Source: an optimization exercise on an open RTL-to-GDS flow (aim: small area, a short achievable clock period and few clock cycles). Production flows keep margins and buffers that such runs may drop. The RTL was checked by simulation tests, not by an equivalence proof against the original design. Power figures rest on the tool's default switching activity, not on a simulated workload.

--- flow/run.sh ---
#!/bin/bash
# synth_recipe.tcl (not shown) runs the flow's synth.tcl, then flattens the netlist and writes it again
# the make line also repeats each setting of config.mk as NAME=value (left out here)
make -C /OpenROAD-flow-scripts/flow DESIGN_CONFIG=/design/flow/config.mk WORK_HOME=/design/flow/orfs CLKGATE_MAP_FILE= SYNTH_SCRIPT=/design/flow/synth_recipe.tcl finish
--- flow/config.mk ---
export PLATFORM = sky130hd
export DESIGN_NAME = lpr_tune
export DESIGN_NICKNAME = lpr_tune
export VERILOG_FILES = /design/flow/design.v
export SDC_FILE = /design/flow/constraint.sdc
export NUM_CORES = 4
export LEC_CHECK = 0
export CAP_MARGIN = 20
export CORE_MARGIN = 2
export CORE_UTILIZATION = 40
export SLEW_MARGIN = 20
--- flow/constraint.sdc ---
create_clock -name core_clock -period 10.0 [get_ports {clk}]
set_input_delay 2.0000 -clock core_clock [delete_from_list [all_inputs] [get_ports {clk}]]
set_output_delay 2.0000 -clock core_clock [all_outputs]
set_load 0.01 [all_outputs]
--- flow/design.v ---
module lpr_tone_rom (
    input  wire [5:0]  addr,
    output wire [39:0] data
);
    wire [2:0] row = addr[5:3];
    wire [2:0] col = addr[2:0];
    wire       swap = (row > col);
    wire       diag = (row == col);
    wire [2:0] lo = swap ? col : row;
    wire [2:0] hi = swap ? row : col;
    reg [39:0] e;
    always @(*) begin
        case ({lo, hi})
            6'd1 : e = {4'd9, 4'd2, 32'h0A02756F};
            6'd2 : e = {4'd5, 4'd3, 32'hDCF68E36};
            6'd3 : e = {4'd11, 4'd5, 32'h835FBA09};
            6'd4 : e = {4'd3, 4'd7, 32'h05013AB7};
            6'd5 : e = {4'd13, 4'd8, 32'h67C0355A};
            6'd6 : e = {4'd7, 4'd9, 32'hB031BEFE};
            6'd7 : e = {4'd15, 4'd10, 32'hE1F7C8EE};
            6'd10: e = {4'd9, 4'd1, 32'hD2F418C6};
            6'd11: e = {4'd11, 4'd3, 32'h795D4499};
            6'd12: e = {4'd3, 4'd4, 32'hFAFEC548};
            6'd13: e = {4'd13, 4'd6, 32'h5DBDBFEB};
            6'd14: e = {4'd9, 4'd7, 32'hA62F498E};
            6'd15: e = {4'd5, 4'd8, 32'hD7F5537E};
            6'd19: e = {4'd11, 4'd1, 32'hA6692BD3};
            6'd20: e = {4'd5, 4'd3, 32'h280AAC81};
            6'd21: e = {4'd13, 4'd4, 32'h8AC9A724};
            6'd22: e = {4'd7, 4'd5, 32'hD33B30C7};
            6'd23: e = {4'd3, 4'd7, 32'h05013AB7};
            6'd28: e = {4'd11, 4'd1, 32'h81A180AE};
            6'd29: e = {4'd13, 4'd2, 32'hE4607B51};
            6'd30: e = {4'd11, 4'd4, 32'h2CD204F4};
            6'd31: e = {4'd15, 4'd5, 32'h5E980EE4};
            6'd37: e = {4'd13, 4'd1, 32'h62BEFAA3};
            6'd38: e = {4'd7, 4'd2, 32'hAB308446};
            6'd39: e = {4'd5, 4'd3, 32'hDCF68E36};
            6'd46: e = {4'd13, 4'd1, 32'h487189A3};
            6'd47: e = {4'd15, 4'd2, 32'h7A379393};
            6'd55: e = {4'd15, 4'd1, 32'h31C609F0};
            default: e = 40'd0;
        endcase
    end
    assign data = diag ? {4'd1, 36'd0}
                : swap ? {e[39:36], 4'd11 - e[35:32], ~e[31:0]}
                : e;
endmodule
module lpr_tune #(
    parameter [6:0] CFG_BASE_NOTE = 7'd24,
    parameter [6:0] CFG_PB_RANGE  = 7'd1,
    parameter       CFG_ZONE      = 1'b0,
    parameter [6:0] CFG_NUMCH     = 7'd15
) (
    input  wire        clk,
    input  wire        rst,
    input  wire        cmd_valid,
    input  wire [31:0] cmd,
    output wire        cmd_ready,
    output reg         resp_valid,
    output reg  [63:0] resp
);
    wire [5:0] op  = cmd[31:26];
    wire [6:0] imm = cmd[19:13];
    wire z_all  = (cmd[25:0] == 26'd0);
    wire z_addr = (cmd[19:0] == 20'd0);
    wire z_imm  = (cmd[25:20] == 6'd0) && (cmd[12:0] == 13'd0);
    wire is_nop  = (op == 6'h00) && z_all;
    wire is_base = (op == 6'h01) && z_imm;
    wire is_rng  = (op == 6'h02) && z_imm;
    wire is_get  = (op == 6'h03) && z_addr;
    wire is_rom  = (op == 6'h04) && z_addr;
    wire is_stat = (op == 6'h15) && z_all;
    wire imm_z   = (imm == 7'd0);
    wire is_pre  = is_rng && imm_z;
    wire is_ill  = !(is_nop || is_base || is_rng || is_get || is_rom || is_stat);
    assign cmd_ready = 1'b1;
    reg [6:0] base_note;
    reg [6:0] pb_range;
    reg       sticky;
    reg       v1;
    reg       get1, rom1, stat1, err1, ill1;
    always @(posedge clk) begin
        if (rst) begin
            base_note <= CFG_BASE_NOTE;
            pb_range  <= CFG_PB_RANGE;
            sticky    <= 1'b0;
            v1        <= 1'b0;
        end else begin
            v1 <= cmd_valid;
            if (cmd_valid) begin
                if (is_base) base_note <= imm;
                if (is_rng && !imm_z) pb_range <= imm;
                if (is_ill || is_pre) sticky <= 1'b1;
            end
        end
        get1  <= is_get;
        rom1  <= is_rom;
        stat1 <= is_stat;
        err1  <= is_ill | is_pre;
        ill1  <= is_ill;
    end
    reg [2:0] e_r;
    always @(*) begin
        casez (pb_range)
            7'b1??????: e_r = 3'd6;
            7'b01?????: e_r = 3'd5;
            7'b001????: e_r = 3'd4;
            7'b0001???: e_r = 3'd3;
            7'b00001??: e_r = 3'd2;
            7'b000001?: e_r = 3'd1;
            default:    e_r = 3'd0;
        endcase
    end
    wire [6:0] rn = pb_range << (3'd6 - e_r);
    reg [12:0] m_tab;
    always @(*) begin
        case (rn[5:0])
            6'd0 : m_tab = 13'd0;
            6'd1 : m_tab = 13'd7940;
            6'd2 : m_tab = 13'd7696;
            6'd3 : m_tab = 13'd7459;
            6'd4 : m_tab = 13'd7229;
            6'd5 : m_tab = 13'd7005;
            6'd6 : m_tab = 13'd6788;
            6'd7 : m_tab = 13'd6577;
            6'd8 : m_tab = 13'd6372;
            6'd9 : m_tab = 13'd6173;
            6'd10: m_tab = 13'd5978;
            6'd11: m_tab = 13'd5790;
            6'd12: m_tab = 13'd5606;
            6'd13: m_tab = 13'd5426;
            6'd14: m_tab = 13'd5252;
            6'd15: m_tab = 13'd5082;
            6'd16: m_tab = 13'd4916;
            6'd17: m_tab = 13'd4754;
            6'd18: m_tab = 13'd4596;
            6'd19: m_tab = 13'd4442;
            6'd20: m_tab = 13'd4292;
            6'd21: m_tab = 13'd4145;
            6'd22: m_tab = 13'd4001;
            6'd23: m_tab = 13'd3861;
            6'd24: m_tab = 13'd3724;
            6'd25: m_tab = 13'd3590;
            6'd26: m_tab = 13'd3459;
            6'd27: m_tab = 13'd3331;
            6'd28: m_tab = 13'd3206;
            6'd29: m_tab = 13'd3084;
            6'd30: m_tab = 13'd2964;
            6'd31: m_tab = 13'd2846;
            6'd32: m_tab = 13'd2731;
            6'd33: m_tab = 13'd2619;
            6'd34: m_tab = 13'd2508;
            6'd35: m_tab = 13'd2400;
            6'd36: m_tab = 13'd2294;
            6'd37: m_tab = 13'd2190;
            6'd38: m_tab = 13'd2089;
            6'd39: m_tab = 13'd1989;
            6'd40: m_tab = 13'd1891;
            6'd41: m_tab = 13'd1795;
            6'd42: m_tab = 13'd1701;
            6'd43: m_tab = 13'd1608;
            6'd44: m_tab = 13'd1518;
            6'd45: m_tab = 13'd1428;
            6'd46: m_tab = 13'd1341;
            6'd47: m_tab = 13'd1255;
            6'd48: m_tab = 13'd1171;
            6'd49: m_tab = 13'd1088;
            6'd50: m_tab = 13'd1007;
            6'd51: m_tab = 13'd927;
            6'd52: m_tab = 13'd848;
            6'd53: m_tab = 13'd771;
            6'd54: m_tab = 13'd695;
            6'd55: m_tab = 13'd620;
            6'd56: m_tab = 13'd547;
            6'd57: m_tab = 13'd474;
            6'd58: m_tab = 13'd403;
            6'd59: m_tab = 13'd334;
            6'd60: m_tab = 13'd265;
            6'd61: m_tab = 13'd197;
            6'd62: m_tab = 13'd131;
            6'd63: m_tab = 13'd65;
            default: m_tab = 13'd0;
        endcase
    end
    reg [12:0] ml;      
    reg [2:0]  msh;     
    always @(posedge clk) begin
        ml  <= m_tab;
        msh <= e_r + {2'd0, (rn[5:0] != 6'd0)};
    end
    wire [39:0] rom_q;
    lpr_tone_rom u_rom (
        .addr (cmd[25:20]),
        .data (rom_q)
    );
    reg [39:0] rd;
    always @(posedge clk) rd <= rom_q;
    wire [12:0] dd = rd[31:19];
    wire [7:0]  note_sum = {1'b0, base_note} + {4'd0, rd[35:32]};
    wire [6:0]  note_sat = note_sum[7] ? 7'd127 : note_sum[6:0];
    wire fs0 = (dd[9] & ml[0]) ^ (dd[8] & ml[1]);
    wire fc0 = (dd[9] & ml[0]) & (dd[8] & ml[1]);
    wire fs1 = (dd[10] & ml[0]) ^ (dd[9] & ml[1]) ^ (dd[8] & ml[2]);
    wire fc1 = ((dd[10] & ml[0]) & (dd[9] & ml[1])) | ((dd[8] & ml[2]) & ((dd[10] & ml[0]) ^ (dd[9] & ml[1])));
    wire fs2 = (dd[7] & ml[3]) ^ (dd[6] & ml[4]);
    wire fc2 = (dd[7] & ml[3]) & (dd[6] & ml[4]);
    wire fs3 = 1'b1 ^ (dd[11] & ml[0]) ^ (dd[10] & ml[1]);
    wire fc3 = (1'b1 & (dd[11] & ml[0])) | ((dd[10] & ml[1]) & (1'b1 ^ (dd[11] & ml[0])));
    wire fs4 = (dd[9] & ml[2]) ^ (dd[8] & ml[3]) ^ (dd[7] & ml[4]);
    wire fc4 = ((dd[9] & ml[2]) & (dd[8] & ml[3])) | ((dd[7] & ml[4]) & ((dd[9] & ml[2]) ^ (dd[8] & ml[3])));
    wire fs5 = (dd[6] & ml[5]) ^ (dd[5] & ml[6]) ^ (dd[4] & ml[7]);
    wire fc5 = ((dd[6] & ml[5]) & (dd[5] & ml[6])) | ((dd[4] & ml[7]) & ((dd[6] & ml[5]) ^ (dd[5] & ml[6])));
    wire fs6 = (dd[12] & ml[0]) ^ (dd[11] & ml[1]) ^ (dd[10] & ml[2]);
    wire fc6 = ((dd[12] & ml[0]) & (dd[11] & ml[1])) | ((dd[10] & ml[2]) & ((dd[12] & ml[0]) ^ (dd[11] & ml[1])));
    wire fs7 = (dd[9] & ml[3]) ^ (dd[8] & ml[4]) ^ (dd[7] & ml[5]);
    wire fc7 = ((dd[9] & ml[3]) & (dd[8] & ml[4])) | ((dd[7] & ml[5]) & ((dd[9] & ml[3]) ^ (dd[8] & ml[4])));
    wire fs8 = (dd[6] & ml[6]) ^ (dd[5] & ml[7]) ^ (dd[4] & ml[8]);
    wire fc8 = ((dd[6] & ml[6]) & (dd[5] & ml[7])) | ((dd[4] & ml[8]) & ((dd[6] & ml[6]) ^ (dd[5] & ml[7])));
    wire fs9 = (dd[3] & ml[9]) ^ (dd[2] & ml[10]);
    wire fc9 = (dd[3] & ml[9]) & (dd[2] & ml[10]);
    wire fs10 = (dd[12] & ml[1]) ^ (dd[11] & ml[2]) ^ (dd[10] & ml[3]);
    wire fc10 = ((dd[12] & ml[1]) & (dd[11] & ml[2])) | ((dd[10] & ml[3]) & ((dd[12] & ml[1]) ^ (dd[11] & ml[2])));
    wire fs11 = (dd[9] & ml[4]) ^ (dd[8] & ml[5]) ^ (dd[7] & ml[6]);
    wire fc11 = ((dd[9] & ml[4]) & (dd[8] & ml[5])) | ((dd[7] & ml[6]) & ((dd[9] & ml[4]) ^ (dd[8] & ml[5])));
    wire fs12 = (dd[6] & ml[7]) ^ (dd[5] & ml[8]) ^ (dd[4] & ml[9]);
    wire fc12 = ((dd[6] & ml[7]) & (dd[5] & ml[8])) | ((dd[4] & ml[9]) & ((dd[6] & ml[7]) ^ (dd[5] & ml[8])));
    wire fs13 = (dd[3] & ml[10]) ^ (dd[2] & ml[11]) ^ (dd[1] & ml[12]);
    wire fc13 = ((dd[3] & ml[10]) & (dd[2] & ml[11])) | ((dd[1] & ml[12]) & ((dd[3] & ml[10]) ^ (dd[2] & ml[11])));
    wire fs14 = (dd[12] & ml[2]) ^ (dd[11] & ml[3]) ^ (dd[10] & ml[4]);
    wire fc14 = ((dd[12] & ml[2]) & (dd[11] & ml[3])) | ((dd[10] & ml[4]) & ((dd[12] & ml[2]) ^ (dd[11] & ml[3])));
    wire fs15 = (dd[9] & ml[5]) ^ (dd[8] & ml[6]) ^ (dd[7] & ml[7]);
    wire fc15 = ((dd[9] & ml[5]) & (dd[8] & ml[6])) | ((dd[7] & ml[7]) & ((dd[9] & ml[5]) ^ (dd[8] & ml[6])));
    wire fs16 = (dd[6] & ml[8]) ^ (dd[5] & ml[9]) ^ (dd[4] & ml[10]);
    wire fc16 = ((dd[6] & ml[8]) & (dd[5] & ml[9])) | ((dd[4] & ml[10]) & ((dd[6] & ml[8]) ^ (dd[5] & ml[9])));
    wire fs17 = (dd[3] & ml[11]) ^ (dd[2] & ml[12]);
    wire fc17 = (dd[3] & ml[11]) & (dd[2] & ml[12]);
    wire fs18 = (dd[12] & ml[3]) ^ (dd[11] & ml[4]) ^ (dd[10] & ml[5]);
    wire fc18 = ((dd[12] & ml[3]) & (dd[11] & ml[4])) | ((dd[10] & ml[5]) & ((dd[12] & ml[3]) ^ (dd[11] & ml[4])));
    wire fs19 = (dd[9] & ml[6]) ^ (dd[8] & ml[7]) ^ (dd[7] & ml[8]);
    wire fc19 = ((dd[9] & ml[6]) & (dd[8] & ml[7])) | ((dd[7] & ml[8]) & ((dd[9] & ml[6]) ^ (dd[8] & ml[7])));
    wire fs20 = (dd[6] & ml[9]) ^ (dd[5] & ml[10]) ^ (dd[4] & ml[11]);
    wire fc20 = ((dd[6] & ml[9]) & (dd[5] & ml[10])) | ((dd[4] & ml[11]) & ((dd[6] & ml[9]) ^ (dd[5] & ml[10])));
    wire fs21 = (dd[12] & ml[4]) ^ (dd[11] & ml[5]) ^ (dd[10] & ml[6]);
    wire fc21 = ((dd[12] & ml[4]) & (dd[11] & ml[5])) | ((dd[10] & ml[6]) & ((dd[12] & ml[4]) ^ (dd[11] & ml[5])));
    wire fs22 = (dd[9] & ml[7]) ^ (dd[8] & ml[8]) ^ (dd[7] & ml[9]);
    wire fc22 = ((dd[9] & ml[7]) & (dd[8] & ml[8])) | ((dd[7] & ml[9]) & ((dd[9] & ml[7]) ^ (dd[8] & ml[8])));
    wire fs23 = (dd[12] & ml[5]) ^ (dd[11] & ml[6]) ^ (dd[10] & ml[7]);
    wire fc23 = ((dd[12] & ml[5]) & (dd[11] & ml[6])) | ((dd[10] & ml[7]) & ((dd[12] & ml[5]) ^ (dd[11] & ml[6])));
    wire fs24 = (dd[7] & ml[2]) ^ (dd[6] & ml[3]) ^ (dd[5] & ml[4]);
    wire fc24 = ((dd[7] & ml[2]) & (dd[6] & ml[3])) | ((dd[5] & ml[4]) & ((dd[7] & ml[2]) ^ (dd[6] & ml[3])));
    wire fs25 = (dd[4] & ml[5]) ^ (dd[3] & ml[6]);
    wire fc25 = (dd[4] & ml[5]) & (dd[3] & ml[6]);
    wire fs26 = (dd[5] & ml[5]) ^ (dd[4] & ml[6]) ^ (dd[3] & ml[7]);
    wire fc26 = ((dd[5] & ml[5]) & (dd[4] & ml[6])) | ((dd[3] & ml[7]) & ((dd[5] & ml[5]) ^ (dd[4] & ml[6])));
    wire fs27 = (dd[2] & ml[8]) ^ (dd[1] & ml[9]) ^ (dd[0] & ml[10]);
    wire fc27 = ((dd[2] & ml[8]) & (dd[1] & ml[9])) | ((dd[0] & ml[10]) & ((dd[2] & ml[8]) ^ (dd[1] & ml[9])));
    wire fs28 = fs2 ^ fs1;
    wire fc28 = fs2 & fs1;
    wire fs29 = (dd[3] & ml[8]) ^ (dd[2] & ml[9]) ^ (dd[1] & ml[10]);
    wire fc29 = ((dd[3] & ml[8]) & (dd[2] & ml[9])) | ((dd[1] & ml[10]) & ((dd[3] & ml[8]) ^ (dd[2] & ml[9])));
    wire fs30 = (dd[0] & ml[11]) ^ fs5 ^ fs4;
    wire fc30 = ((dd[0] & ml[11]) & fs5) | (fs4 & ((dd[0] & ml[11]) ^ fs5));
    wire fs31 = fs3 ^ fc2 ^ fc1;
    wire fc31 = (fs3 & fc2) | (fc1 & (fs3 ^ fc2));
    wire fs32 = (dd[1] & ml[11]) ^ (dd[0] & ml[12]) ^ fs9;
    wire fc32 = ((dd[1] & ml[11]) & (dd[0] & ml[12])) | (fs9 & ((dd[1] & ml[11]) ^ (dd[0] & ml[12])));
    wire fs33 = fs8 ^ fs7 ^ fs6;
    wire fc33 = (fs8 & fs7) | (fs6 & (fs8 ^ fs7));
    wire fs34 = fc5 ^ fc4 ^ fc3;
    wire fc34 = (fc5 & fc4) | (fc3 & (fc5 ^ fc4));
    wire fs35 = dd[0] ^ fs13 ^ fs12;
    wire fc35 = (dd[0] & fs13) | (fs12 & (dd[0] ^ fs13));
    wire fs36 = fs11 ^ fs10 ^ fc9;
    wire fc36 = (fs11 & fs10) | (fc9 & (fs11 ^ fs10));
    wire fs37 = fc8 ^ fc7 ^ fc6;
    wire fc37 = (fc8 & fc7) | (fc6 & (fc8 ^ fc7));
    wire fs38 = dd[1] ^ fs17 ^ fs16;
    wire fc38 = (dd[1] & fs17) | (fs16 & (dd[1] ^ fs17));
    wire fs39 = fs15 ^ fs14 ^ fc13;
    wire fc39 = (fs15 & fs14) | (fc13 & (fs15 ^ fs14));
    wire fs40 = fc12 ^ fc11 ^ fc10;
    wire fc40 = (fc12 & fc11) | (fc10 & (fc12 ^ fc11));
    wire fs41 = (dd[3] & ml[12]) ^ dd[2] ^ fs20;
    wire fc41 = ((dd[3] & ml[12]) & dd[2]) | (fs20 & ((dd[3] & ml[12]) ^ dd[2]));
    wire fs42 = fs19 ^ fs18 ^ fc17;
    wire fc42 = (fs19 & fs18) | (fc17 & (fs19 ^ fs18));
    wire fs43 = fc16 ^ fc15 ^ fc14;
    wire fc43 = (fc16 & fc15) | (fc14 & (fc16 ^ fc15));
    wire fs44 = (dd[6] & ml[10]) ^ (dd[5] & ml[11]) ^ (dd[4] & ml[12]);
    wire fc44 = ((dd[6] & ml[10]) & (dd[5] & ml[11])) | ((dd[4] & ml[12]) & ((dd[6] & ml[10]) ^ (dd[5] & ml[11])));
    wire fs45 = dd[3] ^ fs22 ^ fs21;
    wire fc45 = (dd[3] & fs22) | (fs21 & (dd[3] ^ fs22));
    wire fs46 = fc20 ^ fc19 ^ fc18;
    wire fc46 = (fc20 & fc19) | (fc18 & (fc20 ^ fc19));
    wire fs47 = (dd[9] & ml[8]) ^ (dd[8] & ml[9]) ^ (dd[7] & ml[10]);
    wire fc47 = ((dd[9] & ml[8]) & (dd[8] & ml[9])) | ((dd[7] & ml[10]) & ((dd[9] & ml[8]) ^ (dd[8] & ml[9])));
    wire fs48 = (dd[6] & ml[11]) ^ (dd[5] & ml[12]) ^ dd[4];
    wire fc48 = ((dd[6] & ml[11]) & (dd[5] & ml[12])) | (dd[4] & ((dd[6] & ml[11]) ^ (dd[5] & ml[12])));
    wire fs49 = fs23 ^ fc22 ^ fc21;
    wire fc49 = (fs23 & fc22) | (fc21 & (fs23 ^ fc22));
    wire fs50 = (dd[12] & ml[6]) ^ (dd[11] & ml[7]) ^ (dd[10] & ml[8]);
    wire fc50 = ((dd[12] & ml[6]) & (dd[11] & ml[7])) | ((dd[10] & ml[8]) & ((dd[12] & ml[6]) ^ (dd[11] & ml[7])));
    wire fs51 = (dd[9] & ml[9]) ^ (dd[8] & ml[10]) ^ (dd[7] & ml[11]);
    wire fc51 = ((dd[9] & ml[9]) & (dd[8] & ml[10])) | ((dd[7] & ml[11]) & ((dd[9] & ml[9]) ^ (dd[8] & ml[10])));
    wire fs52 = (dd[6] & ml[12]) ^ dd[5] ^ fc23;
    wire fc52 = ((dd[6] & ml[12]) & dd[5]) | (fc23 & ((dd[6] & ml[12]) ^ dd[5]));
    wire fs53 = (dd[12] & ml[7]) ^ (dd[11] & ml[8]) ^ (dd[10] & ml[9]);
    wire fc53 = ((dd[12] & ml[7]) & (dd[11] & ml[8])) | ((dd[10] & ml[9]) & ((dd[12] & ml[7]) ^ (dd[11] & ml[8])));
    wire fs54 = (dd[9] & ml[10]) ^ (dd[8] & ml[11]) ^ (dd[7] & ml[12]);
    wire fc54 = ((dd[9] & ml[10]) & (dd[8] & ml[11])) | ((dd[7] & ml[12]) & ((dd[9] & ml[10]) ^ (dd[8] & ml[11])));
    wire fs55 = (dd[12] & ml[8]) ^ (dd[11] & ml[9]) ^ (dd[10] & ml[10]);
    wire fc55 = ((dd[12] & ml[8]) & (dd[11] & ml[9])) | ((dd[10] & ml[10]) & ((dd[12] & ml[8]) ^ (dd[11] & ml[9])));
    wire fs56 = (dd[2] & ml[7]) ^ (dd[1] & ml[8]) ^ (dd[0] & ml[9]);
    wire fc56 = ((dd[2] & ml[7]) & (dd[1] & ml[8])) | ((dd[0] & ml[9]) & ((dd[2] & ml[7]) ^ (dd[1] & ml[8])));
    wire fs57 = fc0 ^ fs28 ^ fs27;
    wire fc57 = (fc0 & fs28) | (fs27 & (fc0 ^ fs28));
    wire fs58 = fs26 ^ fc25;
    wire fc58 = fs26 & fc25;
    wire fs59 = fs31 ^ fs30 ^ fs29;
    wire fc59 = (fs31 & fs30) | (fs29 & (fs31 ^ fs30));
    wire fs60 = fc28 ^ fc27 ^ fc26;
    wire fc60 = (fc28 & fc27) | (fc26 & (fc28 ^ fc27));
    wire fs61 = fs34 ^ fs33 ^ fs32;
    wire fc61 = (fs34 & fs33) | (fs32 & (fs34 ^ fs33));
    wire fs62 = fc31 ^ fc30 ^ fc29;
    wire fc62 = (fc31 & fc30) | (fc29 & (fc31 ^ fc30));
    wire fs63 = fs37 ^ fs36 ^ fs35;
    wire fc63 = (fs37 & fs36) | (fs35 & (fs37 ^ fs36));
    wire fs64 = fc34 ^ fc33 ^ fc32;
    wire fc64 = (fc34 & fc33) | (fc32 & (fc34 ^ fc33));
    wire fs65 = fs40 ^ fs39 ^ fs38;
    wire fc65 = (fs40 & fs39) | (fs38 & (fs40 ^ fs39));
    wire fs66 = fc37 ^ fc36 ^ fc35;
    wire fc66 = (fc37 & fc36) | (fc35 & (fc37 ^ fc36));
    wire fs67 = fs43 ^ fs42 ^ fs41;
    wire fc67 = (fs43 & fs42) | (fs41 & (fs43 ^ fs42));
    wire fs68 = fc40 ^ fc39 ^ fc38;
    wire fc68 = (fc40 & fc39) | (fc38 & (fc40 ^ fc39));
    wire fs69 = fs46 ^ fs45 ^ fs44;
    wire fc69 = (fs46 & fs45) | (fs44 & (fs46 ^ fs45));
    wire fs70 = fc43 ^ fc42 ^ fc41;
    wire fc70 = (fc43 & fc42) | (fc41 & (fc43 ^ fc42));
    wire fs71 = fs49 ^ fs48 ^ fs47;
    wire fc71 = (fs49 & fs48) | (fs47 & (fs49 ^ fs48));
    wire fs72 = fc46 ^ fc45 ^ fc44;
    wire fc72 = (fc46 & fc45) | (fc44 & (fc46 ^ fc45));
    wire fs73 = fs52 ^ fs51 ^ fs50;
    wire fc73 = (fs52 & fs51) | (fs50 & (fs52 ^ fs51));
    wire fs74 = fc49 ^ fc48 ^ fc47;
    wire fc74 = (fc49 & fc48) | (fc47 & (fc49 ^ fc48));
    wire fs75 = dd[6] ^ fs54 ^ fs53;
    wire fc75 = (dd[6] & fs54) | (fs53 & (dd[6] ^ fs54));
    wire fs76 = fc52 ^ fc51 ^ fc50;
    wire fc76 = (fc52 & fc51) | (fc50 & (fc52 ^ fc51));
    wire fs77 = (dd[9] & ml[11]) ^ (dd[8] & ml[12]) ^ dd[7];
    wire fc77 = ((dd[9] & ml[11]) & (dd[8] & ml[12])) | (dd[7] & ((dd[9] & ml[11]) ^ (dd[8] & ml[12])));
    wire fs78 = fs55 ^ fc54 ^ fc53;
    wire fc78 = (fs55 & fc54) | (fc53 & (fs55 ^ fc54));
    wire fs79 = (dd[12] & ml[9]) ^ (dd[11] & ml[10]) ^ (dd[10] & ml[11]);
    wire fc79 = ((dd[12] & ml[9]) & (dd[11] & ml[10])) | ((dd[10] & ml[11]) & ((dd[12] & ml[9]) ^ (dd[11] & ml[10])));
    wire fs80 = (dd[9] & ml[12]) ^ dd[8] ^ fc55;
    wire fc80 = ((dd[9] & ml[12]) & dd[8]) | (fc55 & ((dd[9] & ml[12]) ^ dd[8]));
    wire fs81 = (dd[12] & ml[10]) ^ (dd[11] & ml[11]) ^ (dd[10] & ml[12]);
    wire fc81 = ((dd[12] & ml[10]) & (dd[11] & ml[11])) | ((dd[10] & ml[12]) & ((dd[12] & ml[10]) ^ (dd[11] & ml[11])));
    wire fs82 = fs0 ^ fs25;
    wire fc82 = fs0 & fs25;
    wire fs83 = fc24 ^ fs58 ^ fs57;
    wire fc83 = (fc24 & fs58) | (fs57 & (fc24 ^ fs58));
    wire fs84 = fs60 ^ fs59 ^ fc58;
    wire fc84 = (fs60 & fs59) | (fc58 & (fs60 ^ fs59));
    wire fs85 = fs62 ^ fs61 ^ fc60;
    wire fc85 = (fs62 & fs61) | (fc60 & (fs62 ^ fs61));
    wire fs86 = fs64 ^ fs63 ^ fc62;
    wire fc86 = (fs64 & fs63) | (fc62 & (fs64 ^ fs63));
    wire fs87 = fs66 ^ fs65 ^ fc64;
    wire fc87 = (fs66 & fs65) | (fc64 & (fs66 ^ fs65));
    wire fs88 = fs68 ^ fs67 ^ fc66;
    wire fc88 = (fs68 & fs67) | (fc66 & (fs68 ^ fs67));
    wire fs89 = fs70 ^ fs69 ^ fc68;
    wire fc89 = (fs70 & fs69) | (fc68 & (fs70 ^ fs69));
    wire fs90 = fs72 ^ fs71 ^ fc70;
    wire fc90 = (fs72 & fs71) | (fc70 & (fs72 ^ fs71));
    wire fs91 = fs74 ^ fs73 ^ fc72;
    wire fc91 = (fs74 & fs73) | (fc72 & (fs74 ^ fs73));
    wire fs92 = fs76 ^ fs75 ^ fc74;
    wire fc92 = (fs76 & fs75) | (fc74 & (fs76 ^ fs75));
    wire fs93 = fs78 ^ fs77 ^ fc76;
    wire fc93 = (fs78 & fs77) | (fc76 & (fs78 ^ fs77));
    wire fs94 = fs80 ^ fs79 ^ fc78;
    wire fc94 = (fs80 & fs79) | (fc78 & (fs80 ^ fs79));
    wire fs95 = dd[9] ^ fs81 ^ fc80;
    wire fc95 = (dd[9] & fs81) | (fc80 & (dd[9] ^ fs81));
    wire fs96 = (dd[12] & ml[11]) ^ (dd[11] & ml[12]) ^ dd[10];
    wire fc96 = ((dd[12] & ml[11]) & (dd[11] & ml[12])) | (dd[10] & ((dd[12] & ml[11]) ^ (dd[11] & ml[12])));
    wire fs97 = fs24 ^ fs56;
    wire fc97 = fs24 & fs56;
    wire fs98 = fc56 ^ fs83 ^ fc82;
    wire fc98 = (fc56 & fs83) | (fc82 & (fc56 ^ fs83));
    wire fs99 = fc57 ^ fs84 ^ fc83;
    wire fc99 = (fc57 & fs84) | (fc83 & (fc57 ^ fs84));
    wire fs100 = fc59 ^ fs85 ^ fc84;
    wire fc100 = (fc59 & fs85) | (fc84 & (fc59 ^ fs85));
    wire fs101 = fc61 ^ fs86 ^ fc85;
    wire fc101 = (fc61 & fs86) | (fc85 & (fc61 ^ fs86));
    wire fs102 = fc63 ^ fs87 ^ fc86;
    wire fc102 = (fc63 & fs87) | (fc86 & (fc63 ^ fs87));
    wire fs103 = fc65 ^ fs88 ^ fc87;
    wire fc103 = (fc65 & fs88) | (fc87 & (fc65 ^ fs88));
    wire fs104 = fc67 ^ fs89 ^ fc88;
    wire fc104 = (fc67 & fs89) | (fc88 & (fc67 ^ fs89));
    wire fs105 = fc69 ^ fs90 ^ fc89;
    wire fc105 = (fc69 & fs90) | (fc89 & (fc69 ^ fs90));
    wire fs106 = fc71 ^ fs91 ^ fc90;
    wire fc106 = (fc71 & fs91) | (fc90 & (fc71 ^ fs91));
    wire fs107 = fc73 ^ fs92 ^ fc91;
    wire fc107 = (fc73 & fs92) | (fc91 & (fc73 ^ fs92));
    wire fs108 = fc75 ^ fs93 ^ fc92;
    wire fc108 = (fc75 & fs93) | (fc92 & (fc75 ^ fs93));
    wire fs109 = fc77 ^ fs94 ^ fc93;
    wire fc109 = (fc77 & fs94) | (fc93 & (fc77 ^ fs94));
    wire fs110 = fc79 ^ fs95 ^ fc94;
    wire fc110 = (fc79 & fs95) | (fc94 & (fc79 ^ fs95));
    wire fs111 = fc81 ^ fs96 ^ fc95;
    wire fc111 = (fc81 & fs96) | (fc95 & (fc81 ^ fs96));
    wire fs112 = (dd[12] & ml[12]) ^ dd[11] ^ fc96;
    wire fc112 = ((dd[12] & ml[12]) & dd[11]) | (fc96 & ((dd[12] & ml[12]) ^ dd[11]));
    wire [17:0] sx = {1'b0, fc112, fc111, fc110, fc109, fc108, fc107, fc106, fc105, fc104, fc103, fc102, fc101, fc100, fc99, fc98, fc97, fs97};
    wire [17:0] sy = {1'b0, dd[12], fs112, fs111, fs110, fs109, fs108, fs107, fs106, fs105, fs104, fs103, fs102, fs101, fs100, fs99, fs98, fs82};
    wire [17:0] prod = sx + sy;    
    wire [13:0] p_hi = prod[17:4];
    wire [12:0] q = p_hi >> msh;
    wire [63:0] r_get  = {18'd0, note_sat, 1'b1, q, 25'd0};
    wire [63:0] r_rom  = {2'd0, rd[39:32], 22'd0, rd[31:0]};
    wire [63:0] r_stat = {11'd0, sticky, CFG_ZONE, base_note, pb_range, CFG_NUMCH, 30'd0};
    wire [63:0] r_next = {err1, ill1, 62'd0}
                       | (get1  ? r_get  : 64'd0)
                       | (rom1  ? r_rom  : 64'd0)
                       | (stat1 ? r_stat : 64'd0);
    always @(posedge clk) begin
        if (rst) resp_valid <= 1'b0;
        else     resp_valid <= v1;
        resp <= r_next;
    end
endmodule
==> run_results.csv, run 1 <==
group,metric,value,unit
grt,grt_pass1_wl,65.0,mm
yosys,synthCells,1573,
yosys,synth_compound_area_share,22.0,%
floorplanning,coreArea,31400,um2
route,drt_iter0_markers,1119,
floorplanning,die-area,33200,um2
power_and_ir_drop,power,1840,uW
grt,grt_overflow,0,
placement,gp_congestion,0.938,
yosys,ys_ff_latch,140,
route,routed_wl,40.9,mm
yosys,yosys_most_used_dff,"dfxtp_1",
yosys,synth_cell_type_count,81,
clocking,htree_levels,4,
sta,fin_crit_sh,69.3,%
clocking,cts_sinks,140,
critical_path,worstSetupStartpoint,"cmd[21]",
final_layout,antennaDiodeCount,0,
yosys,synthSimpleGateAreaFrac,19.5,%
yosys,synth_fa_ha_area_share,22.1,%
route,dr.pass1.iters,6,
yosys,ys_async_sr_fraction,0,%
placement,dpl_cell_area,13800,um2
grt,use_met2,37.7,%
critical_path,timing.rr.start,"rd[26]$_SDFF_PP0_",
job,cap_viol_max_count,0,
clocking,clk_pin_slew_worst_paths,0.07,ns
placement,post-place-ws,2.70,ns
yosys,syn_avg_cell_area,8.07,um2
yosys,seq_area_frac_synth,22.1,%
sta,period_minus_slack,6.93,ns
floorplanning,fp.dieH,182,um
placement,post-dp-hpwl,29.7,mm
floorplanning,placementRows,65,
yosys,synth_top_family_by_area,"adder cells",
yosys,synth_edf_count,0,
final_layout,stdcell_area,14400,um2
sta,fin_skew,0.0126,ns
critical_path,endpoint_kind,"flip-flop",
clocking,cts_tree,"built",
final_layout,fillCellCount,3134,
status,outcome,"complete, no violations",
grt,grt_pass1_vias,11500,
sta,setup_violations,0,
sta,finalMaxSlewViolations,0,
grt,grt_max_degree,41,
route,wl_per_cell,20.3,um
final_layout,area_delta_synth_final,13.6,%
final_layout,drive_gt1_share,4.97,%
route,via_per_inst,5.82,
clocking,clock_latency,0.42,ns
grt,use_met1,35.1,%
clocking,cts_resized,0,
placement,portBuffers,97,
grt,grt_busiest_layer,"met2",
yosys,synthMuxAreaShare,4.04,%
yosys,ys_warn_count,2,
critical_path,r2r_slack,3.78,ns
clocking,cts_setup_buffers,0,
grt,antenna_found_initial,0,
sta,rsz0062_at_grt,"false",
worst_hold_path,holdCritPathClass,"reg -> reg",
critical_path,crit_required,10.27,ns
clocking,cts_root_buf,"clkbuf_16",
sta,layout_setup_ws,3.07,ns
power_and_ir_drop,p_leak,0.00592,uW
sta,finalHoldViolations,0,
sta,max_freq,0.144,GHz
final_layout,final_core_util,46.0,%
worst_hold_path,whs_path_depth,0,
floorplanning,floorplan.initialDensity,40.5,%
yosys,synth_xor_area_share,1.66,%
power_and_ir_drop,p_per_area,128,nW/um2
sta,slew_headroom,24.9,%
route,via_count,11700,
final_layout,nets,1794,
floorplanning,fp.dieW,182,um
grt,gr-usage-met3,4.81,%
critical_path,reg2reg_depth,16,
yosys,synth_area,12700,um2
sta,tightestPinTransition,1.12,ns
grt,grt_usage,24.9,%
critical_path,crit_fanout,34,
critical_path,crit_type,"in -> reg",
clocking,clock_path_buffers,2,
worst_hold_path,min_from,"ill1$_DFF_P_",
sta,setup_tns,0,ns
clocking,cts_hold_buffers,0,
route,route.antenna.remaining_nets,0,
route,post-route-drc-count,0,
critical_path,critPathLaunchType,"input port",
floorplanning,ioPinCount,101,
critical_path,cp.arrival,7.20,ns
power_and_ir_drop,vdd_ir_drop_max,0.130,mV
clocking,cts_buffers,17,
layout make-up:
| class | instances | area (um2) | area share (%) |
|---|---|---|---|
| Sequential cell | 140 | 2800 | 19.4 |
| Clock buffer | 17 | 425 | 2.95 |
| Multi-Input combinational cell | 1166 | 8840 | 61.3 |
| Tap cell | 402 | 503 | 3.49 |
| Inverter | 160 | 601 | 4.16 |
| Timing Repair Buffer | 112 | 1080 | 7.51 |
| Clock inverter | 15 | 175 | 1.21 |
cell usage after synthesis, drive strengths merged (7+ instances only):
library cell | number | share of area (%)
a211oi | 30 | 1.8
a21boi | 13 | 0.86
a21o | 10 | 0.59
a21oi | 94 | 3.7
a221oi | 8 | 0.69
a311oi | 7 | 0.53
a31oi | 22 | 1.1
and2 | 126 | 6.2
buf | 50 | 2.1
clkbuf | 58 | 1.7
dfxtp | 140 | 22
fa | 104 | 16
ha | 58 | 5.7
inv | 160 | 4.7
mux2i | 44 | 3.6
nand2 | 150 | 4.4
nand2b | 10 | 0.49
nand3 | 33 | 1.3
nand4 | 8 | 0.39
nor2 | 112 | 3.4
nor2b | 13 | 0.64
nor3 | 40 | 1.7
nor4 | 7 | 0.34
o211ai | 16 | 0.99
o21ai | 115 | 4.7
o221ai | 20 | 1.4
o31ai | 7 | 0.45
xnor2 | 20 | 1.4
registers in the layout, indices dropped and copies added, names as in the netlist:
register / cells
base_note: 7
rd: 40
ill1: 1
v1: 1
err1: 1
resp: 62
sticky: 1
ml: 13
rom1: 1
get1: 1
pb_range: 7
resp_valid: 1
stat1: 1
msh: 3
report_power, final:
group / total (uW) / leakage (uW) / internal, uW / switching (uW)
Combinational: 522 / 0.00449 / 182 / 340
Sequential: 680 / 0.00114 / 602 / 78.0
Clock: 638 / 0.000289 / 357 / 281
critical path: stages:
cell,delay (ns)
clkdlybuf4s50_1,0.70
inv_1,0.14
ha_1,0.34
nor2b_1,0.16
o21a_1,0.25
o21ai_4,0.78
mux2i_2,0.62
ha_1,0.62
inv_1,0.21
o41ai_2,0.82
o21bai_1,0.25
o211ai_1,0.15
mux2i_1,0.15
layer usage:
metal,wire length [um],vias up,part of all wire (%)
li1,-,5424,-
met1,18200,5596,44
met2,17900,601,44
met3,3470,96,8.5
met4,1410,0,3.4
met5,0,-,0
metrics by stage:
step | hold WS [ns] | std cells
after global placement | 0.322 | 1980
after global routing | 0.346 | 2012
after detailed placement | 0.313 | 1980
after CTS | 0.341 | 2012
final | 0.335 | 2012
after floorplan | 0.310 | 1574
layout by cell type, fill, tap and decap left out, drive strengths merged, types with 7 or more instances in the layout:
| cell | n |
|---|---|
| o221ai | 20 |
| fa | 104 |
| dfxtp | 140 |
| a221oi | 8 |
| nand3 | 33 |
| a21oi | 94 |
| nor2 | 112 |
| a311oi | 7 |
| buf | 15 |
| nor4 | 7 |
| a21o | 10 |
| a31oi | 22 |
| clkbuf | 17 |
| a21boi | 13 |
| o21ai | 115 |
| a211oi | 30 |
| clkdlybuf4s50 | 97 |
| o211ai | 16 |
| nor3 | 40 |
| xnor2 | 20 |
| nand2 | 150 |
| and2 | 126 |
| ha | 58 |
| inv | 169 |
| o31ai | 7 |
| nand4 | 8 |
| nor2b | 13 |
| mux2i | 44 |
| nand2b | 10 |
worst paths after layout:
kind | endpoint
setup / recovery | rd[32]$_SDFF_PP0_
hold reg to reg | resp[62]$_DFF_P_
setup reg to reg | resp[28]$_DFF_P_
hold / removal | resp[62]$_DFF_P_
cells by family (layout without fill, tap and decap cells):
group,after synthesis,count (layout)
simple gates,510,510
flops,140,140
buf+inv,268,304
fa+ha+maj,162,162
xor+xnor,24,24
other cells,2,3
mux,49,49
compound gates,418,418
Testbench counts, summed over its fixed seeds: cycles 2,576.
==> inputs of run 2 (changes only) <==
--- a/flow/design.v
+++ b/flow/design.v
@@ -1,51 +1,82 @@
-module lpr_tone_rom (
-    input  wire [5:0]  addr,
-    output wire [39:0] data
+module lpr_tone_rom_half (
+    input  wire [5:0]  lohi,
+    output wire [39:0] e
+);
+    wire [63:0] sel = 64'd1 << lohi;
+    assign e[0] = |(sel & 64'h0000C02020D8281A);
+    assign e[1] = |(sel & 64'h0000C0E010C8E4F6);
+    assign e[2] = |(sel & 64'h000000C0D0E0C4D6);
+    assign e[3] = |(sel & 64'h000000001000F8EA);
+    assign e[4] = |(sel & 64'h0080808060888874);
+    assign e[5] = |(sel & 64'h008040A0D0A0A0D6);
+    assign e[6] = |(sel & 64'h00800040E048B4E2);
+    assign e[7] = |(sel & 64'h0080C020D0D86CD0);
+    assign e[8] = |(sel & 64'h0080C0002028F022);
+    assign e[9] = |(sel & 64'h000080A0A0A8A05C);
+    assign e[10] = |(sel & 64'h000000C0C0303866);
+    assign e[11] = |(sel & 64'h008040A0A09864DC);
+    assign e[12] = |(sel & 64'h0000802020C0A47A);
+    assign e[13] = |(sel & 64'h0000002020F8207A);
+    assign e[14] = |(sel & 64'h000000202000D882);
+    assign e[15] = |(sel & 64'h0000C0E0103030CC);
+    assign e[16] = |(sel & 64'h0000C00010E8E8D8);
+    assign e[17] = |(sel & 64'h008080A04050508E);
+    assign e[18] = |(sel & 64'h008080A00000FC8C);
+    assign e[19] = |(sel & 64'h0000002080787808);
+    assign e[20] = |(sel & 64'h0000C0E0C040BCCC);
+    assign e[21] = |(sel & 64'h0000C0E03048F4C4);
+    assign e[22] = |(sel & 64'h0080408060289CAC);
+    assign e[23] = |(sel & 64'h008000A0D020B4A4);
+    assign e[24] = |(sel & 64'h0080004010C0A8B8);
+    assign e[25] = |(sel & 64'h000080608068D42A);
+    assign e[26] = |(sel & 64'h00000080E088E034);
+    assign e[27] = |(sel & 64'h0000C0C0C0303806);
+    assign e[28] = |(sel & 64'h008080808040BC44);
+    assign e[29] = |(sel & 64'h00808060601858E0);
+    assign e[30] = |(sel & 64'h0000C0A0A040BCA4);
+    assign e[31] = |(sel & 64'h000000C03068D4CC);
+    assign e[32] = |(sel & 64'h008040A090D84C5C);
+    assign e[33] = |(sel & 64'h000080C020906896);
+    assign e[34] = |(sel & 64'h00000000C0E07018);
+    assign e[35] = |(sel & 64'h00000000000080E0);
+    assign e[36] = |(sel & 64'h0080C0E0F0F8FCFE);
+    assign e[37] = |(sel & 64'h00808040D0C818D8);
+    assign e[38] = |(sel & 64'h0080C0E0A070A0E4);
+    assign e[39] = |(sel & 64'h0080C020F0286CAA);
+endmodule
+module lpr_tone_fold (
+    input  wire [5:0] addr,
+    output wire [5:0] lohi,
+    output wire       swap,
+    output wire       diag
 );
     wire [2:0] row = addr[5:3];
     wire [2:0] col = addr[2:0];
-    wire       swap = (row > col);
-    wire       diag = (row == col);
-    wire [2:0] lo = swap ? col : row;
-    wire [2:0] hi = swap ? row : col;
-    reg [39:0] e;
-    always @(*) begin
-        case ({lo, hi})
-            6'd1 : e = {4'd9, 4'd2, 32'h0A02756F};
-            6'd2 : e = {4'd5, 4'd3, 32'hDCF68E36};
-            6'd3 : e = {4'd11, 4'd5, 32'h835FBA09};
-            6'd4 : e = {4'd3, 4'd7, 32'h05013AB7};
-            6'd5 : e = {4'd13, 4'd8, 32'h67C0355A};
-            6'd6 : e = {4'd7, 4'd9, 32'hB031BEFE};
-            6'd7 : e = {4'd15, 4'd10, 32'hE1F7C8EE};
-            6'd10: e = {4'd9, 4'd1, 32'hD2F418C6};
-            6'd11: e = {4'd11, 4'd3, 32'h795D4499};
-            6'd12: e = {4'd3, 4'd4, 32'hFAFEC548};
-            6'd13: e = {4'd13, 4'd6, 32'h5DBDBFEB};
-            6'd14: e = {4'd9, 4'd7, 32'hA62F498E};
-            6'd15: e = {4'd5, 4'd8, 32'hD7F5537E};
-            6'd19: e = {4'd11, 4'd1, 32'hA6692BD3};
-            6'd20: e = {4'd5, 4'd3, 32'h280AAC81};
-            6'd21: e = {4'd13, 4'd4, 32'h8AC9A724};
-            6'd22: e = {4'd7, 4'd5, 32'hD33B30C7};
-            6'd23: e = {4'd3, 4'd7, 32'h05013AB7};
-            6'd28: e = {4'd11, 4'd1, 32'h81A180AE};
-            6'd29: e = {4'd13, 4'd2, 32'hE4607B51};
-            6'd30: e = {4'd11, 4'd4, 32'h2CD204F4};
-            6'd31: e = {4'd15, 4'd5, 32'h5E980EE4};
-            6'd37: e = {4'd13, 4'd1, 32'h62BEFAA3};
-            6'd38: e = {4'd7, 4'd2, 32'hAB308446};
-            6'd39: e = {4'd5, 4'd3, 32'hDCF68E36};
-            6'd46: e = {4'd13, 4'd1, 32'h487189A3};
-            6'd47: e = {4'd15, 4'd2, 32'h7A379393};
-            6'd55: e = {4'd15, 4'd1, 32'h31C609F0};
-            default: e = 40'd0;
-        endcase
-    end
+    assign swap = (row > col);
+    assign diag = (row == col);
+    assign lohi = swap ? {col, row} : {row, col};
+endmodule
+module lpr_tone_unfold (
+    input  wire [39:0] e,
+    input  wire        swap,
+    input  wire        diag,
+    output wire [39:0] data
+);
     assign data = diag ? {4'd1, 36'd0}
                 : swap ? {e[39:36], 4'd11 - e[35:32], ~e[31:0]}
                 : e;
 endmodule
+module lpr_tone_rom (
+    input  wire [5:0]  addr,
+    output wire [39:0] data
+);
+    wire [5:0]  lohi;
+    wire        swap, diag;
+    wire [39:0] e;
+    lpr_tone_fold     u_fold   (.addr(addr), .lohi(lohi), .swap(swap), .diag(diag));
+    lpr_tone_rom_half u_half   (.lohi(lohi), .e(e));
+    lpr_tone_unfold   u_unfold (.e(e), .swap(swap), .diag(diag), .data(data));
+endmodule
 module lpr_tune #(
     parameter [6:0] CFG_BASE_NOTE = 7'd24,
     parameter [6:0] CFG_PB_RANGE  = 7'd1,
@@ -78,8 +109,12 @@
     reg [6:0] base_note;
     reg [6:0] pb_range;
     reg       sticky;
-    reg       v1;
-    reg       get1, rom1, stat1, err1, ill1;
+    wire [5:0] lohi0;
+    wire       swap0, diag0;
+    lpr_tone_fold u_fold (.addr(cmd[25:20]), .lohi(lohi0), .swap(swap0), .diag(diag0));
+    reg       v1, get1, rom1, stat1, err1, ill1;
+    reg [5:0] lohi1;
+    reg       swap1, diag1;
     always @(posedge clk) begin
         if (rst) begin
             base_note <= CFG_BASE_NOTE;
@@ -99,6 +134,9 @@
         stat1 <= is_stat;
         err1  <= is_ill | is_pre;
         ill1  <= is_ill;
+        lohi1 <= lohi0;
+        swap1 <= swap0;
+        diag1 <= diag0;
     end
     reg [2:0] e_r;
     always @(*) begin
@@ -184,21 +222,33 @@
         endcase
     end
     reg [12:0] ml;      
-    reg [2:0]  msh;     
+    reg [2:0]  msh1;    
+    reg [2:0]  msh2;    
+    always @(posedge clk) begin
+        ml   <= m_tab;
+        msh1 <= e_r + {2'd0, (rn[5:0] != 6'd0)};
+        msh2 <= msh1;
+    end
+    wire [39:0] e1, rd1;
+    lpr_tone_rom_half u_half (.lohi(lohi1), .e(e1));
+    lpr_tone_unfold u_unfold (.e(e1), .swap(swap1), .diag(diag1), .data(rd1));
+    wire [7:0] note_sum = {1'b0, base_note} + {4'd0, rd1[35:32]};
+    wire [6:0] note_sat = note_sum[7] ? 7'd127 : note_sum[6:0];
+    reg        v2, get2, rom2, stat2, err2, ill2;
+    reg [39:0] rd2;
+    reg [6:0]  aux2;
     always @(posedge clk) begin
-        ml  <= m_tab;
-        msh <= e_r + {2'd0, (rn[5:0] != 6'd0)};
+        if (rst) v2 <= 1'b0;
+        else     v2 <= v1;
+        get2  <= get1;
+        rom2  <= rom1;
+        stat2 <= stat1;
+        err2  <= err1;
+        ill2  <= ill1;
+        rd2   <= stat1 ? {32'd0, pb_range, sticky} : rd1;
+        aux2  <= stat1 ? base_note : note_sat;
     end
-    wire [39:0] rom_q;
-    lpr_tone_rom u_rom (
-        .addr (cmd[25:20]),
-        .data (rom_q)
-    );
-    reg [39:0] rd;
-    always @(posedge clk) rd <= rom_q;
-    wire [12:0] dd = rd[31:19];
-    wire [7:0]  note_sum = {1'b0, base_note} + {4'd0, rd[35:32]};
-    wire [6:0]  note_sat = note_sum[7] ? 7'd127 : note_sum[6:0];
+    wire [12:0] dd = rd2[31:19];
     wire fs0 = (dd[9] & ml[0]) ^ (dd[8] & ml[1]);
     wire fc0 = (dd[9] & ml[0]) & (dd[8] & ml[1]);
     wire fs1 = (dd[10] & ml[0]) ^ (dd[9] & ml[1]) ^ (dd[8] & ml[2]);
@@ -427,19 +477,35 @@
     wire fc112 = ((dd[12] & ml[12]) & dd[11]) | (fc96 & ((dd[12] & ml[12]) ^ dd[11]));
     wire [17:0] sx = {1'b0, fc112, fc111, fc110, fc109, fc108, fc107, fc106, fc105, fc104, fc103, fc102, fc101, fc100, fc99, fc98, fc97, fs97};
     wire [17:0] sy = {1'b0, dd[12], fs112, fs111, fs110, fs109, fs108, fs107, fs106, fs105, fs104, fs103, fs102, fs101, fs100, fs99, fs98, fs82};
-    wire [17:0] prod = sx + sy;    
+    reg        v3, get3, rom3, stat3, err3, ill3;
+    reg [39:0] pl3;
+    reg [6:0]  aux3;
+    always @(posedge clk) begin
+        if (rst) v3 <= 1'b0;
+        else     v3 <= v2;
+        get3  <= get2;
+        rom3  <= rom2;
+        stat3 <= stat2;
+        err3  <= err2;
+        ill3  <= ill2;
+        pl3   <= get2 ? {5'd0, sx, {sy[17], sy[16], sy[15], sy[14], sy[13], sy[12], sy[11], sy[10], sy[9], sy[8], sy[7], sy[6], sy[5], sy[4], sy[3], sy[2], sy[1]}} : {rd2};
+        aux3  <= aux2;
+    end
+    wire [17:0] sx3 = pl3[34:17];
+    wire [17:0] sy3 = {pl3[16], pl3[15], pl3[14], pl3[13], pl3[12], pl3[11], pl3[10], pl3[9], pl3[8], pl3[7], pl3[6], pl3[5], pl3[4], pl3[3], pl3[2], pl3[1], pl3[0], 1'b0};
+    wire [17:0] prod = sx3 + sy3;    
     wire [13:0] p_hi = prod[17:4];
-    wire [12:0] q = p_hi >> msh;
-    wire [63:0] r_get  = {18'd0, note_sat, 1'b1, q, 25'd0};
-    wire [63:0] r_rom  = {2'd0, rd[39:32], 22'd0, rd[31:0]};
-    wire [63:0] r_stat = {11'd0, sticky, CFG_ZONE, base_note, pb_range, CFG_NUMCH, 30'd0};
-    wire [63:0] r_next = {err1, ill1, 62'd0}
-                       | (get1  ? r_get  : 64'd0)
-                       | (rom1  ? r_rom  : 64'd0)
-                       | (stat1 ? r_stat : 64'd0);
+    wire [12:0] q = p_hi >> msh2;
+    wire [63:0] r_get  = {18'd0, aux3, 1'b1, q, 25'd0};
+    wire [63:0] r_rom  = {2'd0, pl3[39:32], 22'd0, pl3[31:0]};
+    wire [63:0] r_stat = {11'd0, pl3[0], CFG_ZONE, aux3, pl3[7:1], CFG_NUMCH, 30'd0};
+    wire [63:0] r_next = {err3, ill3, 62'd0}
+                       | (get3  ? r_get  : 64'd0)
+                       | (rom3  ? r_rom  : 64'd0)
+                       | (stat3 ? r_stat : 64'd0);
     always @(posedge clk) begin
         if (rst) resp_valid <= 1'b0;
-        else     resp_valid <= v1;
+        else     resp_valid <= v3;
         resp <= r_next;
     end
 endmodule
==> run 2 against run 1 <==
Net effect:
- synthesized cell count grew 11%
- utilization shrank 0.25 points
- sequential share of layout area grew 6.7 points
- power grew 68%
- largest cell class unchanged
- largest power group unchanged
==> run_results.csv, run 2 <==
group,metric,value,unit
status,outcome,"complete, no violations",
yosys,synth_area,14700,um2
power_and_ir_drop,p_per_area,185,nW/um2
grt,grt_max_degree,78,
power_and_ir_drop,vdd_ir_drop_max,0.145,mV
grt,grt_busiest_layer,"met2",
grt,use_met1,31.8,%
critical_path,crit_type,"reg -> reg",
floorplanning,die-area,38300,um2
grt,grt_pass1_wl,70.4,mm
route,post-route-drc-count,0,
yosys,synth.most_common_cell,"dfxtp_1",
yosys,synth_top_area_cell,"dfxtp_1",
final_layout,top_regs,"resp (62), pl3 (40), rd2 (40)",
final_layout,layout_common_cells,"nand2_1 (216), dfxtp_1 (213), nor2_1 (145), inv_1 (106), fa_1 (104)",
route,wl_per_cell,20.2,um
sta,finalHoldViolations,0,
sta,setup_violations,0,
final_layout,nets,1945,
yosys,yosys_most_used_dff,"dfxtp_1",
sta,layout_setup_ws,5.35,ns
route,dr.pass1.iters,7,
sta,rsz0062_at_grt,"false",
clocking,cts_sinks,217,
placement,post-dp-hpwl,33.5,mm
route,via_per_inst,5.65,
clocking,cts_tree,"built",
grt,grt_usage,23.3,%
yosys,syn_avg_cell_area,8.41,um2
yosys,synth_edf_count,0,
final_layout,area_delta_synth_final,13.3,%
yosys,ys_ff_latch,217,
grt,antenna_found_initial,0,
critical_path,crit_required,10.43,ns
final_layout,fillCellCount,3596,
job,cap_viol_max_count,0,
placement,post-place-ws,5.15,ns
power_and_ir_drop,p_leak,0.00696,uW
yosys,netlist.area_leader.share,29.5,%
floorplanning,floorplan.initialDensity,40.4,%
critical_path,endpoint_kind,"flip-flop",
yosys,synthCells,1748,
floorplanning,fp.dieW,196,um
yosys,synth_cell_type_count,83,
floorplanning,fp.dieH,196,um
placement,portBuffers,97,
clocking,cts_resized,0,
yosys,ys_warn_count,1,
final_layout,final_common_cell,"nand2_1",
clocking,cts_root_buf,"clkbuf_16",
grt,use_met2,38.6,%
placement,gp_congestion,0.934,
sta,fin_crit_sh,46.5,%
route,routed_wl,45.3,mm
route,via_count,12700,
final_layout,largest_reg_flops,62,
final_layout,top_register,"resp",
sta,setup_tns,0,ns
yosys,seq_area_frac_synth,29.5,%
clocking,cts_setup_buffers,0,
yosys,synth.area.top_cells,"dfxtp_1 (30%), fa_1 (14%), nand2_1 (5.5%)",
final_layout,drive_gt1_share,5.63,%
floorplanning,ioPinCount,101,
grt,gr-usage-met3,3.39,%
critical_path,cp.arrival,5.08,ns
yosys,synth_common_cells,"dfxtp_1 (217), nand2_1 (216), nor2_1 (145)",
floorplanning,coreArea,36400,um2
clocking,htree_levels,1,
critical_path,crit_fanout,27,
sta,finalMaxSlewViolations,0,
sta,max_freq,0.215,GHz
clocking,clk_pin_slew_worst_paths,0.06,ns
route,drt_iter0_markers,1149,
sta,tightestPinTransition,1.04,ns
worst_hold_path,holdCritPathClass,"reg -> reg",
grt,grt_pass1_vias,12200,
yosys,ys_async_sr_fraction,0,%
clocking,cts_buffers,24,
clocking,clock_latency,0.55,ns
clocking,cts_hold_buffers,0,
floorplanning,placementRows,70,
sta,fin_skew,0.0235,ns
grt,grt_overflow,0,
sta,period_minus_slack,4.65,ns
clocking,clock_path_buffers,3,
final_layout,antennaDiodeCount,0,
critical_path,critPathLaunchType,"flip-flop",
sta,slew_headroom,30.7,%
route,route.antenna.remaining_nets,0,
## run 2: cell count changes after synthesis, sizes merged, moves of 21 or more
| cell | change |
|---|---|
| inv | -51 |
| nand2 | +66 |
| xor2 | +22 |
| dfxtp | +77 |
| o22ai | +21 |
| clkbuf | +31 |
| mux2i | -21 |
| and2 | -34 |
| nor2 | +35 |
## run 2: power by group
group	switching, uW	internal (uW)
Sequential	153	993
Combinational	621	413
Clock	369	538
Total	1140	1940
## run 2: cell families after synthesis
group | share of synthesized area [%]
simple gates | 19.0
compound gates | 19.7
buf+inv | 6.52
flops | 29.5
fa+ha+maj | 18.2
xor+xnor | 3.33
mux | 3.63
other cells | 0.0511
## run 2: per-stage QoR
step | cells | utilization (%) | total power (uW) | instance area, um2 | hold slack (ns)
6_report | 2243 | 45.7 | 3090 | 16700 | 0.315
4_1_cts | 2243 | 45.7 | 3100 | 16600 | 0.295
2_1_floorplan | 1749 | - | 1850 | 14700 | 0.310
3_3_place_gp | 2200 | 43.4 | 2170 | 15800 | 0.311
5_1_grt | 2243 | 45.7 | 3260 | 16700 | 0.331
3_5_place_dp | 2200 | 43.4 | 2180 | 15800 | 0.312
## run 2: cell type report
type	instances	area (um2)	area share [%]
Multi-Input combinational cell	1294	9420	56.5
Timing Repair Buffer	110	1070	6.41
Clock inverter	15	184	1.10
Clock buffer	28	636	3.82
Sequential cell	217	4350	26.1
Tap cell	468	586	3.52
Inverter	111	417	2.50
## run 2: worst max-delay path, cell delays in order (launching register included)
cell and delay (ns):
dfxtp_1 0.55, nor2b_1 0.35, a211o_1 0.25, inv_2 0.10, ha_1 0.68, nand2_1 0.16
o32a_1 0.20, o211ai_1 0.26, o21ai_1 0.20, a21oi_4 0.63, nand2_1 0.17, or4_1 0.45
ha_1 0.23, ha_1 0.20, xnor2_1 0.12
## run 2: path summary, 6_finish.rpt
check                         end  slack [ns]  cells past startpoint                      from
hold reg to reg      rom3$_DFF_P_        0.31                      0              rom2$_DFF_P_
setup reg to reg  msh1[2]$_DFF_P_        5.35                     14  pb_range[4]$_SDFFE_PP0P_
hold / removal       rom3$_DFF_P_        0.31                      0              rom2$_DFF_P_
setup / recovery  msh1[2]$_DFF_P_        5.35                     14  pb_range[4]$_SDFFE_PP0P_
## run 2: layer usage
metal / vias up / part of all wire (%)
li1: 6001 / -
met1: 6087 / 44
met2: 512 / 47
met3: 83 / 6.7
met4: 0 / 2.7
met5: - / 0
Testbench counts of run 2, summed over its fixed seeds: cycles 2,592.

[afterwards: timing with drivers on the ports]
The results above use ideal ports. As a check the final layouts listed here were re-extracted and re-timed, cells and wires unchanged. Step 1 assumes that a clkbuf_16 drives the clock port and a buf_2 every other input. Step 2 moves the port delays by t, midway between the first and last clock arrival at a register: inputs arrive t later, outputs are due t later. That takes back most of the time a late clock gives input paths. Slacks: no drivers / after step 1 / after step 2; pairs: no drivers / after step 1.
| run | shift t [ns] | slack for setup (ns) | clock arrival spread, ns | slew at the worst register clock pin (ns) | worst data-port slew with drivers (ns) |
|---|---|---|---|---|---|
| run 1 | 0.471 | 3.067 / 3.091 / 2.620 | 0.016 / 0.016 | 0.07 / 0.07 | 0.04 |
| run 2 | 0.582 | 5.352 / 5.352 / 5.352 | 0.023 / 0.024 | 0.07 / 0.07 | 0.05 |
After both steps setup and hold are still met in every run listed. The setup slack of run 1, which loses most, moves by +0.024 ns with the drivers and by -0.447 ns with both steps.
